Source: an optimization exercise on an open RTL-to-GDS flow (aim: small area, a short achievable clock period and few clock cycles). Production flows keep margins and buffers that such runs may drop.
Function was checked by simulation only, so behaviour that the tests miss may differ from the original.
Power figures rest on the tool's default switching activity, not on a simulated workload.

--- flow/run.sh ---
#!/bin/bash
# synth_recipe.tcl (not shown) runs the flow's synth.tcl, then flattens the netlist and writes it again
# the make line also repeats each setting of config.mk as NAME=value (left out here)
make -C /OpenROAD-flow-scripts/flow DESIGN_CONFIG=/design/flow/config.mk WORK_HOME=/design/flow/orfs CLKGATE_MAP_FILE= SYNTH_SCRIPT=/design/flow/synth_recipe.tcl finish
--- flow/config.mk ---
export PLATFORM = sky130hd
export DESIGN_NAME = crc4pc
export DESIGN_NICKNAME = crc4pc
export VERILOG_FILES = /design/flow/design.v
export SDC_FILE = /design/flow/constraint.sdc
export NUM_CORES = 4
export LEC_CHECK = 0
export CAP_MARGIN = 20
export CORE_MARGIN = 2
export CORE_UTILIZATION = 30
export PLACE_DENSITY = 0.45
export SLEW_MARGIN = 20
--- flow/constraint.sdc ---
create_clock -name core_clock -period 9.0 [get_ports {clk}]
set_input_delay 1.8000 -clock core_clock [delete_from_list [all_inputs] [get_ports {clk}]]
set_output_delay 1.8000 -clock core_clock [all_outputs]
set_load 0.01 [all_outputs]
--- flow/design.v ---
module crc4pc (
    input  wire        clk,
    input  wire        rst,
    input  wire        req_valid,
    input  wire        req_write,
    input  wire        req_mem,
    input  wire [7:0]  req_addr,
    input  wire [31:0] req_wdata,
    output wire        req_ready,
    output reg         rsp_valid,
    output reg  [31:0] rsp_rdata
);
    localparam [4:0] R_CMD          = 5'd0,
                     R_STATUS       = 5'd1,
                     R_CRC_START    = 5'd2,
                     R_CRC_BITS     = 5'd3,
                     R_CRC_VALUE_LO = 5'd4,
                     R_CRC_VALUE_HI = 5'd5,
                     R_CRC_RESULT   = 5'd6,
                     R_SRC_ADDR     = 5'd7,
                     R_SRC_LEN      = 5'd8,
                     R_NAME_ADDR    = 5'd9,
                     R_NAME_LEN     = 5'd10,
                     R_MSG_ADDR     = 5'd11,
                     R_MSG_LEN      = 5'd12,
                     R_DST_ADDR     = 5'd13,
                     R_HDR          = 5'd14,
                     R_HDR_FIELDS   = 5'd15,
                     R_RES_SIZE     = 5'd16,
                     R_RES_NAME     = 5'd17,
                     R_RES_MSG_ADDR = 5'd18,
                     R_RES_MSG_LEN  = 5'd19,
                     R_MEMSIZE      = 5'd20;
    localparam [3:0] E_OK        = 4'd0,
                     E_EMPTY     = 4'd1,
                     E_NAME_LONG = 4'd2,
                     E_TRUNC_HDR = 4'd3,
                     E_FLAG      = 4'd4,
                     E_LENGTH    = 4'd5,
                     E_TRUNC_PKT = 4'd6,
                     E_CHECKSUM  = 4'd7,
                     E_BITS      = 4'd10,
                     E_ADDR      = 4'd11,
                     E_ILLEGAL   = 4'd12;
    localparam [3:0] S_IDLE  = 4'd0,
                     S_RANGE = 4'd1,    
                     S_HL    = 4'd2,    
                     S_HS    = 4'd3,    
                     S_AN    = 4'd4,    
                     S_AC    = 4'd5,    
                     S_AH    = 4'd6,    
                     S_AW    = 4'd7,    
                     S_DH    = 4'd8,    
                     S_DW    = 4'd9;    
    function [3:0] m1;
        input [3:0] x;
        m1 = ({4{x[0]}} & 4'h7) ^ ({4{x[1]}} & 4'hE) ^
             ({4{x[2]}} & 4'hB) ^ ({4{x[3]}} & 4'h1);
    endfunction
    function [3:0] mp;
        input [3:0] x;
        input [2:0] e;
        case (e)
            3'd1:    mp = m1(x);
            3'd2:    mp = m1(m1(x));
            3'd3:    mp = m1(m1(m1(x)));
            3'd4:    mp = m1(m1(m1(m1(x))));
            3'd5:    mp = m1(m1(m1(m1(m1(x)))));
            3'd6:    mp = m1(m1(m1(m1(m1(m1(x))))));
            default: mp = x;
        endcase
    endfunction
    function [3:0] bw;
        input [7:0] b;
        bw = m1(b[7:4]) ^ b[3:0];
    endfunction
    function [2:0] mod7;
        input [8:0] x;
        reg [4:0] s1;
        reg [3:0] s2;
        begin
            s1 = {2'd0, x[8:6]} + {2'd0, x[5:3]} + {2'd0, x[2:0]};
            s2 = {2'd0, s1[4:3]} + {1'b0, s1[2:0]};
            mod7 = (s2 >= 4'd7) ? s2 - 4'd7 : s2[2:0];
        end
    endfunction
    function [2:0] add7;
        input [2:0] a;
        input [2:0] b;
        reg [3:0] d;
        begin
            d = {1'b0, a} + {1'b0, b};
            add7 = (d >= 4'd7) ? d - 4'd7 : d[2:0];
        end
    endfunction
    function [2:0] sub7;
        input [2:0] a;
        input [2:0] b;
        reg [3:0] d;
        begin
            d = {1'b0, a} + 4'd7 - {1'b0, b};
            sub7 = (d >= 4'd7) ? d - 4'd7 : d[2:0];
        end
    endfunction
    function [2:0] e_2a;
        input [3:0] a;
        e_2a = mod7({4'd0, a, 1'b0});
    endfunction
    function [2:0] e_m2a;
        input [3:0] a;
        e_m2a = sub7(3'd0, mod7({4'd0, a, 1'b0}));
    endfunction
    function [2:0] e_nibs;
        input [6:0] b;
        reg [4:0] nb;
        begin
            nb = b[6] ? 5'd16 : ({1'b0, b[5:2]} + {4'd0, |b[1:0]});
            e_nibs = mod7({4'd0, nb});
        end
    endfunction
    function in_range;
        input [31:0] a;
        input [31:0] n;
        in_range = (n == 32'd0) ||
                   (a[31:9] == 23'd0 && n[31:9] == 23'd0 &&
                    ({1'b0, a[8:0]} + {1'b0, n[8:0]}) <= 10'd256);
    endfunction
    reg [3:0]  status_err;
    reg        status_done;
    reg [3:0]  crc_start;
    reg [6:0]  crc_bits;
    reg [31:0] crc_value_lo;
    reg [31:0] crc_value_hi;
    reg [3:0]  crc_raw;         
    reg [2:0]  crc_exp;
    reg [31:0] src_addr;
    reg [31:0] src_len;
    reg [31:0] name_addr;
    reg [31:0] name_len;
    reg [31:0] msg_addr;
    reg [31:0] msg_len;
    reg [31:0] dst_addr;
    reg [15:0] hdr;
    reg [5:0]  res_size;
    reg [7:0]  res_name_addr;
    reg [7:0]  res_msg_addr;
    reg [4:0]  res_msg_len;
    wire [3:0] crc_result = mp(crc_raw, crc_exp);
    reg        busy;
    reg        bg;        
    reg [3:0]  st;
    reg [7:0]  ptr;       
    reg [3:0]  amt;       
    reg [3:0]  cnt;       
    reg        first;     
    reg [3:0]  pad;       
    reg [3:0]  acc;       
    reg [15:0] hw;        
    reg [3:0]  derr;      
    reg [2:0]  rfp;       
    reg [2:0]  rfc;       
    reg [3:0]  wq;        
    reg [3:0]  a_n;       
    reg [4:0]  a_k;       
    reg [5:0]  a_size;    
    reg [7:0]  a_na;      
    reg [7:0]  a_dst;     
    reg [8:0]  a_kd0;     
    reg [8:0]  a_end;     
    reg [7:0]  a_dlt;     
    reg        a_desc;    
    reg [3:0]  a_q0;      
    reg [3:0]  a_qe;      
    reg [127:0] stg;      
    wire [4:0] slot = req_addr[6:2];
    wire conflict = req_mem ||
                    (req_write ? (slot == R_CMD || slot == R_HDR)
                               : (slot == R_CRC_RESULT || slot == R_HDR || slot == R_HDR_FIELDS));
    assign req_ready = !busy || (bg && !conflict);
    wire host_acc = req_valid && req_ready;
    wire host_mwr = req_valid && !busy && req_write && req_mem;
    wire host_rwr = host_acc && req_write && !req_mem;
    reg  [2047:0] memv;                   
    wire [3:0]  ptr_hi1 = ptr[7:4] + 4'd1;
    wire [127:0] bank_out;
    wire [63:0]  rowsel;                  
    wire [15:0]  blo;                     
    wire [63:0]  bj;                      
    genvar gb, gr;
    generate
        for (gb = 0; gb < 16; gb = gb + 1) begin : g_bank
            wire [127:0] col;
            for (gr = 0; gr < 16; gr = gr + 1) begin : g_row
                assign col[8*gr +: 8] = memv[8*(16*gr + gb) +: 8];
            end
            assign blo[gb] = (gb < ptr[3:0]);
            assign bj[4*gb +: 4] = gb[3:0] - ptr[3:0];
            assign rowsel[4*gb +: 4] = !busy ? req_addr[7:4] : (blo[gb] ? ptr_hi1 : ptr[7:4]);
            assign bank_out[8*gb +: 8] = col[8*rowsel[4*gb +: 4] +: 8];
        end
    endgenerate
    wire [3:0]  c_asm;
    wire [7:0]  h0_asm = {a_k[0], a_n, 3'b101};
    wire        hdr_src = (st == S_AH) || (st == S_HS);
    wire [7:0]  w_b0 = (st == S_HS) ? hdr[7:0]  : h0_asm;
    wire [7:0]  w_b1 = (st == S_HS) ? hdr[15:8] : {c_asm, a_k[4:1]};
    wire [127:0] rot_in = hdr_src ? {112'd0, w_b1, w_b0} :
                          (st == S_AW) ? stg : bank_out;
    wire [3:0]  ramt = busy ? amt : req_addr[3:0];
    wire [255:0] rot_dbl = {rot_in, rot_in} >> {ramt, 3'b000};
    wire [127:0] lane = rot_dbl[127:0];
    wire        wact = (st == S_AC) || (st == S_AH) || (st == S_AW) || (st == S_HS);
    wire [15:0] bvalid;
    wire [63:0] wrow;
    generate
        for (gb = 0; gb < 16; gb = gb + 1) begin : g_bv
            wire [8:0] da = {1'b0, wq, gb[3:0]};
            assign bvalid[gb] = (st == S_AC) ? ((da >= a_kd0) && (da < a_end)) :
                                (st == S_AW) ? (bj[4*gb +: 4] < a_n) :
                                (bj[4*gb +: 4] < 4'd2);
            assign wrow[4*gb +: 4] = (st == S_AC) ? wq : rowsel[4*gb +: 4];
        end
    endgenerate
    integer x;
    always @(posedge clk) begin
        for (x = 0; x < 256; x = x + 1) begin
            if ((host_mwr && req_addr == x[7:0]) ||
                (wact && bvalid[x % 16] && wrow[4*(x % 16) +: 4] == (x / 16)))
                memv[8*x +: 8] <= busy ? lane[8*(x % 16) +: 8] : req_wdata[7:0];
        end
    end
    integer y;
    always @(posedge clk) begin
        for (y = 0; y < 16; y = y + 1) begin
            if (st == S_AN && bj[4*y +: 4] < a_n)
                stg[8*y +: 8] <= bank_out[8*y +: 8];
        end
    end
    wire [15:0] cmask;
    wire [63:0] thi;
    wire [63:0] tlo;
    generate
        for (gb = 0; gb < 16; gb = gb + 1) begin : g_crc
            wire [3:0] j  = bj[4*gb +: 4];
            wire [8:0] da = {1'b0, wq, 4'd0} + {5'd0, j};
            assign cmask[gb] = (st == S_AN) ? (j < a_n) :
                               (st == S_AC) ? ((da >= a_kd0) && (da < a_end)) :
                               (!first || j >= pad);
            wire [3:0] t = mp(bw(bank_out[8*gb +: 8]), (3 + 28 - 2*gb) % 7);
            assign thi[4*gb +: 4] = (cmask[gb] && !blo[gb]) ? t : 4'd0;
            assign tlo[4*gb +: 4] = (cmask[gb] &&  blo[gb]) ? t : 4'd0;
        end
    endgenerate
    wire [3:0] shi = thi[3:0]   ^ thi[7:4]   ^ thi[11:8]  ^ thi[15:12] ^
                     thi[19:16] ^ thi[23:20] ^ thi[27:24] ^ thi[31:28] ^
                     thi[35:32] ^ thi[39:36] ^ thi[43:40] ^ thi[47:44] ^
                     thi[51:48] ^ thi[55:52] ^ thi[59:56] ^ thi[63:60];
    wire [3:0] slo = tlo[3:0]   ^ tlo[7:4]   ^ tlo[11:8]  ^ tlo[15:12] ^
                     tlo[19:16] ^ tlo[23:20] ^ tlo[27:24] ^ tlo[31:28] ^
                     tlo[35:32] ^ tlo[39:36] ^ tlo[43:40] ^ tlo[47:44] ^
                     tlo[51:48] ^ tlo[55:52] ^ tlo[59:56] ^ tlo[63:60];
    wire [3:0] usum = shi ^ mp(slo, 3'd3);
    wire [3:0]  dw_n   = hw[6:3];
    wire [4:0]  dw_m   = {hw[11:8], hw[7]};
    wire [5:0]  dw_sz  = 6'd2 + {2'd0, dw_n} + {1'b0, dw_m};
    wire [3:0]  dw_x   = mp(hw[15:12], sub7(3'd5, e_2a(pad)));      
    wire [3:0]  dw_tgt = mp(hw[15:12], e_m2a(ptr[3:0]));
    wire [2:0] rf_name = sub7(e_2a(a_na[3:0]), 3'd4);              
    wire [2:0] rf_cur  = (st == S_AN) ? rf_name : rfc;
    wire [2:0] e_step  = (st == S_RANGE || st == S_DW) ?
                             (first ? sub7(3'd4, e_2a(ptr[3:0])) : 3'd4) :
                             sub7(rfp, rf_cur);
    wire [3:0] acc_src = (st == S_DW && first) ? dw_x : acc;
    wire [3:0] acc_n   = mp(acc_src, e_step) ^ usum;
    assign c_asm = mp(acc, add7(mod7({2'd0, a_size, 1'b0}), add7(rfp, 3'd3)));
    wire [63:0] crc_value = {crc_value_hi, crc_value_lo};
    wire [63:0] vmask;
    wire [63:0] vterm;
    generate
        for (gb = 0; gb < 64; gb = gb + 1) begin : g_vm
            assign vmask[gb] = (crc_bits > gb);
        end
        for (gb = 0; gb < 16; gb = gb + 1) begin : g_vt
            assign vterm[4*gb +: 4] = mp(crc_value[4*gb +: 4] & vmask[4*gb +: 4], (gb + 1) % 7);
        end
    endgenerate
    wire [3:0] crcv = mp(crc_start, e_nibs(crc_bits)) ^
                      vterm[3:0]   ^ vterm[7:4]   ^ vterm[11:8]  ^ vterm[15:12] ^
                      vterm[19:16] ^ vterm[23:20] ^ vterm[27:24] ^ vterm[31:28] ^
                      vterm[35:32] ^ vterm[39:36] ^ vterm[43:40] ^ vterm[47:44] ^
                      vterm[51:48] ^ vterm[55:52] ^ vterm[59:56] ^ vterm[63:60];
    wire [3:0] hdr_ck = mp(bw(hdr[7:0]), 3'd3) ^ m1(hdr[11:8]);
    wire [4:0] asm_k    = (msg_len[31:5] != 27'd0) ? 5'd31 : msg_len[4:0];
    wire [5:0] asm_size = 6'd2 + {2'd0, name_len[3:0]} + {1'b0, asm_k};
    wire [7:0] asm_h0   = {asm_k[0], name_len[3:0], 3'b101};
    wire [3:0] asm_hck  = mp(bw(asm_h0), 3'd3) ^ m1(asm_k[4:1]);
    wire [8:0] asm_kd0  = {1'b0, dst_addr[7:0]} + 9'd2 + {5'd0, name_len[3:0]};
    wire [8:0] asm_end  = {1'b0, dst_addr[7:0]} + {3'd0, asm_size};
    wire [8:0] asm_last = asm_end - 9'd1;
    wire       asm_desc = {1'b0, msg_addr[7:0]} < asm_kd0;
    wire [3:0] rng_pad = 4'd0 - src_len[3:0];
    wire [8:0] rng_lm1 = src_len[8:0] - 9'd1;
    wire [15:0] dh     = {lane[15:8], lane[7:0]};
    wire [3:0]  dh_n   = dh[6:3];
    wire [4:0]  dh_m   = {dh[11:8], dh[7]};
    wire [5:0]  dh_sz  = 6'd2 + {2'd0, dh_n} + {1'b0, dh_m};
    wire [3:0]  dh_pad = 4'd0 - dh_sz[3:0];
    wire [5:0]  dh_szm1 = dh_sz - 6'd1;
    wire [2:0]  rfc0 = add7(add7(mod7({a_dst, 1'b0}), mod7({3'd0, a_q0, 1'b0} + {5'd0, a_q0})),
                            e_2a(a_dlt[3:0]));
    reg [31:0] reg_rd;
    always @(*) begin
        case (slot)
            R_STATUS:       reg_rd = {27'd0, status_done, status_err};
            R_CRC_START:    reg_rd = {28'd0, crc_start};
            R_CRC_BITS:     reg_rd = {25'd0, crc_bits};
            R_CRC_VALUE_LO: reg_rd = crc_value_lo;
            R_CRC_VALUE_HI: reg_rd = crc_value_hi;
            R_CRC_RESULT:   reg_rd = {28'd0, crc_result};
            R_SRC_ADDR:     reg_rd = src_addr;
            R_SRC_LEN:      reg_rd = src_len;
            R_NAME_ADDR:    reg_rd = name_addr;
            R_NAME_LEN:     reg_rd = name_len;
            R_MSG_ADDR:     reg_rd = msg_addr;
            R_MSG_LEN:      reg_rd = msg_len;
            R_DST_ADDR:     reg_rd = dst_addr;
            R_HDR:          reg_rd = {16'd0, hdr};
            R_HDR_FIELDS:   reg_rd = {4'd0, hdr[15:12], 3'd0, hdr[11:7], 4'd0, hdr[6:3], 5'd0, hdr[2:0]};
            R_RES_SIZE:     reg_rd = {26'd0, res_size};
            R_RES_NAME:     reg_rd = {24'd0, res_name_addr};
            R_RES_MSG_ADDR: reg_rd = {24'd0, res_msg_addr};
            R_RES_MSG_LEN:  reg_rd = {27'd0, res_msg_len};
            R_MEMSIZE:      reg_rd = 32'd256;
            default:        reg_rd = 32'd0;
        endcase
    end
    always @(posedge clk) begin
        if (rst)
            rsp_valid <= 1'b0;
        else
            rsp_valid <= host_acc && !req_write;
        if (host_acc && !req_write)
            rsp_rdata <= req_mem ? {24'd0, lane[7:0]} : reg_rd;
    end
    always @(posedge clk) begin
        if (rst) begin
            busy          <= 1'b0;
            bg            <= 1'b0;
            st            <= S_IDLE;
            status_err    <= E_OK;
            status_done   <= 1'b0;
            crc_start     <= 4'd0;
            crc_bits      <= 7'd0;
            crc_value_lo  <= 32'd0;
            crc_value_hi  <= 32'd0;
            crc_raw       <= 4'd0;
            crc_exp       <= 3'd0;
            src_addr      <= 32'd0;
            src_len       <= 32'd0;
            name_addr     <= 32'd0;
            name_len      <= 32'd0;
            msg_addr      <= 32'd0;
            msg_len       <= 32'd0;
            dst_addr      <= 32'd0;
            hdr           <= 16'd0;
            res_size      <= 6'd0;
            res_name_addr <= 8'd0;
            res_msg_addr  <= 8'd0;
            res_msg_len   <= 5'd0;
        end else begin
            if (host_rwr) begin
                case (slot)
                    R_CMD: begin
                        status_done <= 1'b1;
                        status_err  <= E_OK;
                        case (req_wdata[3:0])
                            4'h0: ;
                            4'h1: begin
                                if (crc_bits > 7'd64) begin
                                    status_err <= E_BITS;
                                end else begin
                                    crc_raw <= crcv;
                                    crc_exp <= 3'd0;
                                end
                            end
                            4'h2: begin
                                if (!in_range(src_addr, src_len)) begin
                                    status_err <= E_ADDR;
                                end else if (src_len == 32'd0) begin
                                    crc_raw <= crc_start;
                                    crc_exp <= 3'd0;
                                end else begin
                                    busy  <= 1'b1;
                                    st    <= S_RANGE;
                                    ptr   <= src_addr[7:0] - {4'd0, rng_pad};
                                    pad   <= rng_pad;
                                    first <= 1'b1;
                                    cnt   <= rng_lm1[7:4];
                                    acc   <= mp(crc_start, e_m2a(rng_pad));
                                end
                            end
                            4'h3: begin
                                if (name_len == 32'd0 || name_len > 32'd15 ||
                                    msg_len == 32'd0 || msg_len > 32'd31)
                                    status_err <= E_LENGTH;
                                else
                                    hdr <= {4'd0, msg_len[4:0], name_len[3:0], 3'b101};
                            end
                            4'h4: hdr <= {crc_result, hdr[11:0]};
                            4'h5: begin
                                crc_raw <= hdr_ck;
                                crc_exp <= 3'd0;
                            end
                            4'h6: begin
                                if (!in_range(src_addr, src_len)) begin
                                    status_err <= E_ADDR;
                                end else if (src_len < 32'd2) begin
                                    status_err <= E_TRUNC_HDR;
                                end else begin
                                    busy <= 1'b1;
                                    st   <= S_HL;
                                    ptr  <= src_addr[7:0];
                                    amt  <= src_addr[3:0];
                                end
                            end
                            4'h7: begin
                                if (!in_range(dst_addr, 32'd2)) begin
                                    status_err <= E_ADDR;
                                end else begin
                                    busy <= 1'b1;
                                    st   <= S_HS;
                                    ptr  <= dst_addr[7:0];
                                    amt  <= 4'd0 - dst_addr[3:0];
                                end
                            end
                            4'h8: begin
                                if (name_len == 32'd0) begin
                                    status_err <= E_EMPTY;
                                end else if (name_len > 32'd15) begin
                                    status_err <= E_NAME_LONG;
                                end else if (msg_len == 32'd0) begin
                                    status_err <= E_EMPTY;
                                end else if (!in_range(name_addr, name_len) ||
                                             !in_range(msg_addr, {27'd0, asm_k}) ||
                                             !in_range(dst_addr, {26'd0, asm_size})) begin
                                    status_err <= E_ADDR;
                                end else begin
                                    res_size      <= asm_size;
                                    res_name_addr <= dst_addr[7:0] + 8'd2;
                                    res_msg_addr  <= asm_kd0[7:0];
                                    res_msg_len   <= asm_k;
                                    busy   <= 1'b1;
                                    bg     <= 1'b1;
                                    st     <= S_AN;
                                    ptr    <= name_addr[7:0];
                                    acc    <= asm_hck;
                                    rfp    <= 3'd0;
                                    a_n    <= name_len[3:0];
                                    a_k    <= asm_k;
                                    a_size <= asm_size;
                                    a_na   <= name_addr[7:0];
                                    a_dst  <= dst_addr[7:0];
                                    a_kd0  <= asm_kd0;
                                    a_end  <= asm_end;
                                    a_dlt  <= msg_addr[7:0] - asm_kd0[7:0];
                                    a_desc <= asm_desc;
                                    a_q0   <= asm_desc ? asm_last[7:4] : asm_kd0[7:4];
                                    a_qe   <= asm_desc ? asm_kd0[7:4] : asm_last[7:4];
                                end
                            end
                            4'h9: begin
                                if (!in_range(src_addr, src_len)) begin
                                    status_err <= E_ADDR;
                                end else if (src_len < 32'd2) begin
                                    status_err <= E_TRUNC_HDR;
                                end else begin
                                    busy <= 1'b1;
                                    st   <= S_DH;
                                    ptr  <= src_addr[7:0];
                                    amt  <= src_addr[3:0];
                                end
                            end
                            default: status_err <= E_ILLEGAL;
                        endcase
                    end
                    R_CRC_START:    crc_start    <= req_wdata[3:0];
                    R_CRC_BITS:     crc_bits     <= req_wdata[6:0];
                    R_CRC_VALUE_LO: crc_value_lo <= req_wdata;
                    R_CRC_VALUE_HI: crc_value_hi <= req_wdata;
                    R_SRC_ADDR:     src_addr     <= req_wdata;
                    R_SRC_LEN:      src_len      <= req_wdata;
                    R_NAME_ADDR:    name_addr    <= req_wdata;
                    R_NAME_LEN:     name_len     <= req_wdata;
                    R_MSG_ADDR:     msg_addr     <= req_wdata;
                    R_MSG_LEN:      msg_len      <= req_wdata;
                    R_DST_ADDR:     dst_addr     <= req_wdata;
                    R_HDR:          hdr          <= req_wdata[15:0];
                    default: ;
                endcase
            end
            if (busy) begin
                case (st)
                    S_RANGE: begin
                        acc   <= acc_n;
                        ptr   <= ptr + 8'd16;
                        cnt   <= cnt - 4'd1;
                        first <= 1'b0;
                        if (cnt == 4'd0) begin
                            crc_raw     <= acc_n;
                            crc_exp     <= e_2a(ptr[3:0]);
                            status_err  <= E_OK;
                            status_done <= 1'b1;
                            busy        <= 1'b0;
                            st          <= S_IDLE;
                        end
                    end
                    S_HL: begin
                        hdr         <= {lane[15:8], lane[7:0]};
                        status_err  <= E_OK;
                        status_done <= 1'b1;
                        busy        <= 1'b0;
                        st          <= S_IDLE;
                    end
                    S_HS: begin
                        status_err  <= E_OK;
                        status_done <= 1'b1;
                        busy        <= 1'b0;
                        st          <= S_IDLE;
                    end
                    S_AN: begin
                        acc  <= acc_n;
                        rfp  <= rf_cur;
                        st   <= S_AC;
                        wq   <= a_q0;
                        ptr  <= {a_q0, 4'd0} + a_dlt;
                        amt  <= a_dlt[3:0];
                        rfc  <= rfc0;
                    end
                    S_AC: begin
                        acc <= acc_n;
                        rfp <= rf_cur;
                        if (wq == a_qe) begin
                            st  <= S_AH;
                            ptr <= a_dst;
                            amt <= 4'd0 - a_dst[3:0];
                        end else begin
                            wq  <= a_desc ? wq - 4'd1 : wq + 4'd1;
                            ptr <= a_desc ? ptr - 8'd16 : ptr + 8'd16;
                            rfc <= add7(rfc, a_desc ? 3'd4 : 3'd3);
                        end
                    end
                    S_AH: begin
                        st  <= S_AW;
                        ptr <= a_dst + 8'd2;
                        amt <= a_na[3:0] - a_dst[3:0] - 4'd2;
                    end
                    S_AW: begin
                        hdr     <= {c_asm, a_k[4:1], a_k[0], a_n, 3'b101};
                        crc_raw <= c_asm;
                        crc_exp <= 3'd0;
                        busy    <= 1'b0;
                        bg      <= 1'b0;
                        st      <= S_IDLE;
                    end
                    S_DH: begin
                        hw    <= dh;
                        pad   <= dh_pad;
                        first <= 1'b1;
                        cnt   <= {2'd0, dh_szm1[5:4]};
                        ptr   <= ptr - {4'd0, dh_pad};
                        if (dh[2:0] != 3'b101)
                            derr <= E_FLAG;
                        else if (dh_n == 4'd0 || dh_m == 5'd0)
                            derr <= E_LENGTH;
                        else if (src_len[31:6] != 26'd0 || src_len[5:0] >= dh_sz)
                            derr <= E_OK;
                        else
                            derr <= E_TRUNC_PKT;
                        st    <= S_DW;
                    end
                    S_DW: begin
                        acc   <= acc_n;
                        ptr   <= ptr + 8'd16;
                        cnt   <= cnt - 4'd1;
                        first <= 1'b0;
                        if (first && derr != E_OK) begin
                            status_err  <= derr;
                            status_done <= 1'b1;
                            busy        <= 1'b0;
                            st          <= S_IDLE;
                        end else if (cnt == 4'd0) begin
                            status_done <= 1'b1;
                            busy        <= 1'b0;
                            st          <= S_IDLE;
                            if (acc_n != dw_tgt) begin
                                status_err <= E_CHECKSUM;
                            end else begin
                                status_err    <= E_OK;
                                hdr           <= hw;
                                crc_raw       <= acc_n;
                                crc_exp       <= e_2a(ptr[3:0]);
                                res_size      <= dw_sz;
                                res_name_addr <= src_addr[7:0] + 8'd2;
                                res_msg_addr  <= src_addr[7:0] + 8'd2 + {4'd0, dw_n};
                                res_msg_len   <= dw_m;
                            end
                        end
                    end
                    default: begin
                        busy <= 1'b0;
                        bg   <= 1'b0;
                        st   <= S_IDLE;
                    end
                endcase
            end
        end
    end
endmodule
==> flow_metrics.py <==
metrics = {
    "critical_path": {
        "crit_path_end_kind": "flop",
        "start_kind": "flop",
        "crit_buf_inv": 5,
        "r2r-end": "ptr[7]",
        "path_class": "flop to flop",
        "cpMaxStageDelayCell": "fa_2",
        "timing.rr.start": "a_size[3]",
        "reg2reg_depth": 42,
        "r2r_slack_ps": 340,
        "cp.arrival_ps": 9320,
        "crit_path_start": "a_size[3]",
        "cp_max_fo": 4,
        "critical_path_required_ps": 9660,
        "crit_top_cell": "buf_4",
        "crit_family": "adder cells",
        "slowest_delay_ps": 710,
    },
    "min_path": {
        "min_from": "dst_addr[23]",
        "min_path_cells": 2,
        "hold_path.class": "flop to flop",
        "min_to": "dst_addr[23]",
    },
    "cells_and_area": {
        "areaGrowthSynthToFinish_pct": 20.9,
        "drive_gt1_share_pct": 18.4,
        "fin_util_pct": 36.4,
        "fillCellCount": 48100,
        "layout.nets": 14600,
        "fin_cells": 20900,
        "finalInstanceArea_um2": 177000,
    },
    "yosys": {
        "yosysSeqAreaShare_pct": 52.7,
        "postSynth.asyncResetShare_pct": 0,
        "postSynthCellCount": 13100,
        "synth_edf_count": 2324,
        "synth_ff_type": "edfxtp_1",
        "synth_seq_cells": 2685,
        "yosys.area.top_type_share_pct": 47.8,
        "ys_types": 113,
        "syn_area_per_cell_um2": 11.1,
        "ys_warn_count": 1,
        "syn_nets": 13500,
        "synth.area.top_cells": "edfxtp_1 48%, mux2i_1 6.7%, nand2_1 5.3%",
        "yosysTopAreaCell": "edfxtp_1",
        "syn_area_um2": 146000,
    },
    "cts": {
        "hold_buffers": 0,
        "numCtsBuffers": 318,
        "root_buffer": "clkbuf_16",
        "clk_latency_ps": 1020,
        "htreeDepth": 5,
        "ctsLongestPathBuffers": 4,
        "cts_sinks": 2685,
        "cts.clk_slew.worst_paths_ps": 70,
        "cts_tree": "yes",
    },
    "placement": {
        "place_inst": 20300,
        "hpwl_um": 467000,
        "detailed_place.area_um2": 165000,
        "port_buffers": 78,
        "place_congestion": 1.06,
    },
    "routing": {
        "initialDrtViolationCount": 14300,
        "vias": 116000,
        "ant_nets": 0,
        "drc": 0,
        "routed_via_density": 5.56,
        "drtPass1Iterations": 8,
        "drt_wl_total_um": 639000,
        "wl_per_cell_um": 30.5,
    },
    "die": {
        "initial_core_util_pct": 30.1,
        "die_w_um": 702,
        "rows": 256,
        "coreArea_um2": 486000,
        "die_h_um": 702,
        "ios": 79,
        "dieArea_um2": 493000,
    },
    "grt": {
        "met3_usage_pct": 5.30,
        "grt_use_total_pct": 25.1,
        "grt.busiest_layer": "met2",
        "grt_max_degree": 183,
        "grt_pass1_vias": 109000,
        "use_met2_pct": 37.6,
        "overflow": 0,
        "met1_usage_pct": 34.7,
        "antenna_found_initial": 38,
        "grt_pass1_wl_um": 880000,
    },
    "pwr": {
        "power.density_nw_per_um2": 192,
        "power_leakage_uw": 0.0643,
        "max-vdd-ir-drop_v": 0.000356,
    },
    "run_status": {
        "status": "timing/DRC/antenna clean",
    },
    "sta": {
        "fmax_ghz": 0.115,
        "finalSetupViolations": 0,
        "relSlewSlack_pct": 9.67,
        "skew_ps": 108,
        "tightest_slew_ps": 1340,
        "hold_violations": 0,
        "post-route-period-util_pct": 96.2,
        "final-max-slew-violation-count": 0,
        "fin_crit_ps": 8660,
    },
    "run": {
        "drv_cap": 0,
    },
}
repair_timing:
item                                    in CTS  in global routing
endpoints found under the hold margin        0                  0
endpoints found under the setup margin       9                 55
pin swaps                                    1                 22
buffers inserted                             2                 15
resized for setup                           11                 36
cells in the final DEF, fill, tap and decap left out, types with 68 or more instances in the layout:
cell type        instances
edfxtp_1              2324
nand2_1               2039
buf_4                 1437
mux2i_1                971
a21oi_1                901
nor2_1                 624
o21ai_0                493
xnor2_1                481
dfxtp_1                360
ha_1                   328
clkbuf_16              324
xor2_1                 308
o22ai_1                266
nand3_1                225
inv_1                  214
mux4_2                 214
a211oi_1               186
a31oi_1                172
a22oi_1                129
buf_12                 129
a21o_1                 128
nor3_1                 126
nor2b_1                115
a221oi_1               112
o211ai_1                96
mux2_2                  89
o21ai_1                 86
and2_1                  81
and3_1                  76
clkdlybuf4s50_1         73
nand2b_1                68
layout make-up:
class | count | area (um2) | share of cell area (%)
multi-input cells | 9320 | 65900 | 37.3
repair buffers | 1650 | 14200 | 8.03
diodes | 23 | 57.6 | 0.0326
clock inverters | 195 | 2170 | 1.23
well taps | 6450 | 8070 | 4.57
inverters | 224 | 846 | 0.479
clock buffers | 379 | 8420 | 4.77
flip-flops and latches | 2685 | 77000 | 43.6
worst min-delay path: cells and delay by family, from the launching register on:
kind            cells  cell delay, ps
compound gates      1              50
flops               1             320
simple gates        1              50
report_power, final:
part	switching [uW]	leakage, uW	total, uW	internal, uW
Clock	5580	0.00516	13300	7710
Sequential	25.2	0.0237	13600	13500
Combinational	4170	0.0354	7150	2990
Total	9780	0.0643	34000	24200
how the worst max path moves through the flow:
stage                        end  slack [ps]  cells after the start
final                     ptr[7]         340                     42
after global placement    ptr[6]        -510                     40
after CTS                 ptr[7]          10                     41
after floorplan           a_desc         470                     24
after global routing      ptr[3]         -20                     39
after detailed placement  ptr[3]        -460                     39
Yosys cell counts, types with 25 or more instances:
library cell  number
clkbuf_1         534
or3_1             33
nor3_1           141
a211o_1           25
o22ai_1          299
and2_1            81
o221ai_1          29
buf_2            151
o21ai_0          572
dfxtp_1          361
a311oi_1          52
nor4_1            63
nor2_1           655
buf_1            131
xnor2_1          485
xor2_1           309
a211oi_1         188
nand2_1         2059
a31oi_1          187
a22oi_1          129
nand3_1          232
xnor3_1           30
inv_1            217
nor2b_1          119
mux4_2           214
mux2i_1          982
fa_1              28
a21o_1           128
and3_1            77
a21oi_1          916
o211ai_1          96
buf_4             48
ha_1             336
mux2_2            92
edfxtp_1        2324
nand4_1           36
nand2b_1          69
a22o_1            65
a221oi_1         113
cells by family (layout without fill, tap and decap cells):
group / count (synthesis) / in the layout / synth area share, %
AOI/OAI and AO/OA: 3137 / 3137 / 13.8
xor gates and xnor gates: 831 / 831 / 5.32
adders and majority gates: 366 / 366 / 3.27
buffers and inverters: 1105 / 2448 / 3.18
DFF: 2685 / 2685 / 52.7
muxes: 1292 / 1292 / 10.8
other: 0 / 23 / 0
and+or+nand+nor: 3694 / 3694 / 11.0
per-stage QoR:
stage                     hold WS [ps]  setup TNS, ps  total power, uW  setup WS (ps)
after floorplan                    406              0            17000            470
final                              472              0            34000            339
after global placement             459          -2090            20800           -512
after CTS                          472              0            34100           14.0
after detailed placement           464          -1880            20700           -464
after global routing               485          -34.6            35000          -23.0
metal layers:
layer / vias to the layer above / wire [um]
met2: 5471 / 275000
li1: 51200 / -
met4: 18 / 34000
met5: - / 122
met3: 1190 / 55600
met1: 58400 / 274000
registers in the layout (all words and copies together), names as in the netlist, 9 cells and up:
register	cells
memv	2048
stg	128
crc_value_hi	32
crc_value_lo	32
dst_addr	32
msg_addr	32
msg_len	32
name_addr	32
name_len	32
rsp_rdata	32
src_addr	32
src_len	32
hdr	16
hw	16
a_end	9
a_kd0	9
Testbench counts, summed over its fixed seeds: cycles 10,065.

[static timing again, ports no longer ideal]
No port has a modelled driver above. Below, the same layout with a new extraction and two added sets of constraints. Step 1, drivers: a clkbuf_16 drives clk and a buf_2 each remaining input, both assumed. Step 2 times the ports against the registers' clock, not the clock port: input delays grow and output delays shrink by t, the midpoint of the rising clock arrivals with the driver on. Three values: ideal ports, drivers, drivers and shift; two values: the first two.
shift t [ns]: 1.088
setup WS [ns]: 0.339 / 0.339 / -0.276
worst hold slack (ns): 0.472 / 0.472 / 0.472
With both steps, setup timing fails in this run, where it was met with ideal ports. For this run, drivers alone change the setup slack by 0.000 ns; drivers and shift together by -0.615 ns.
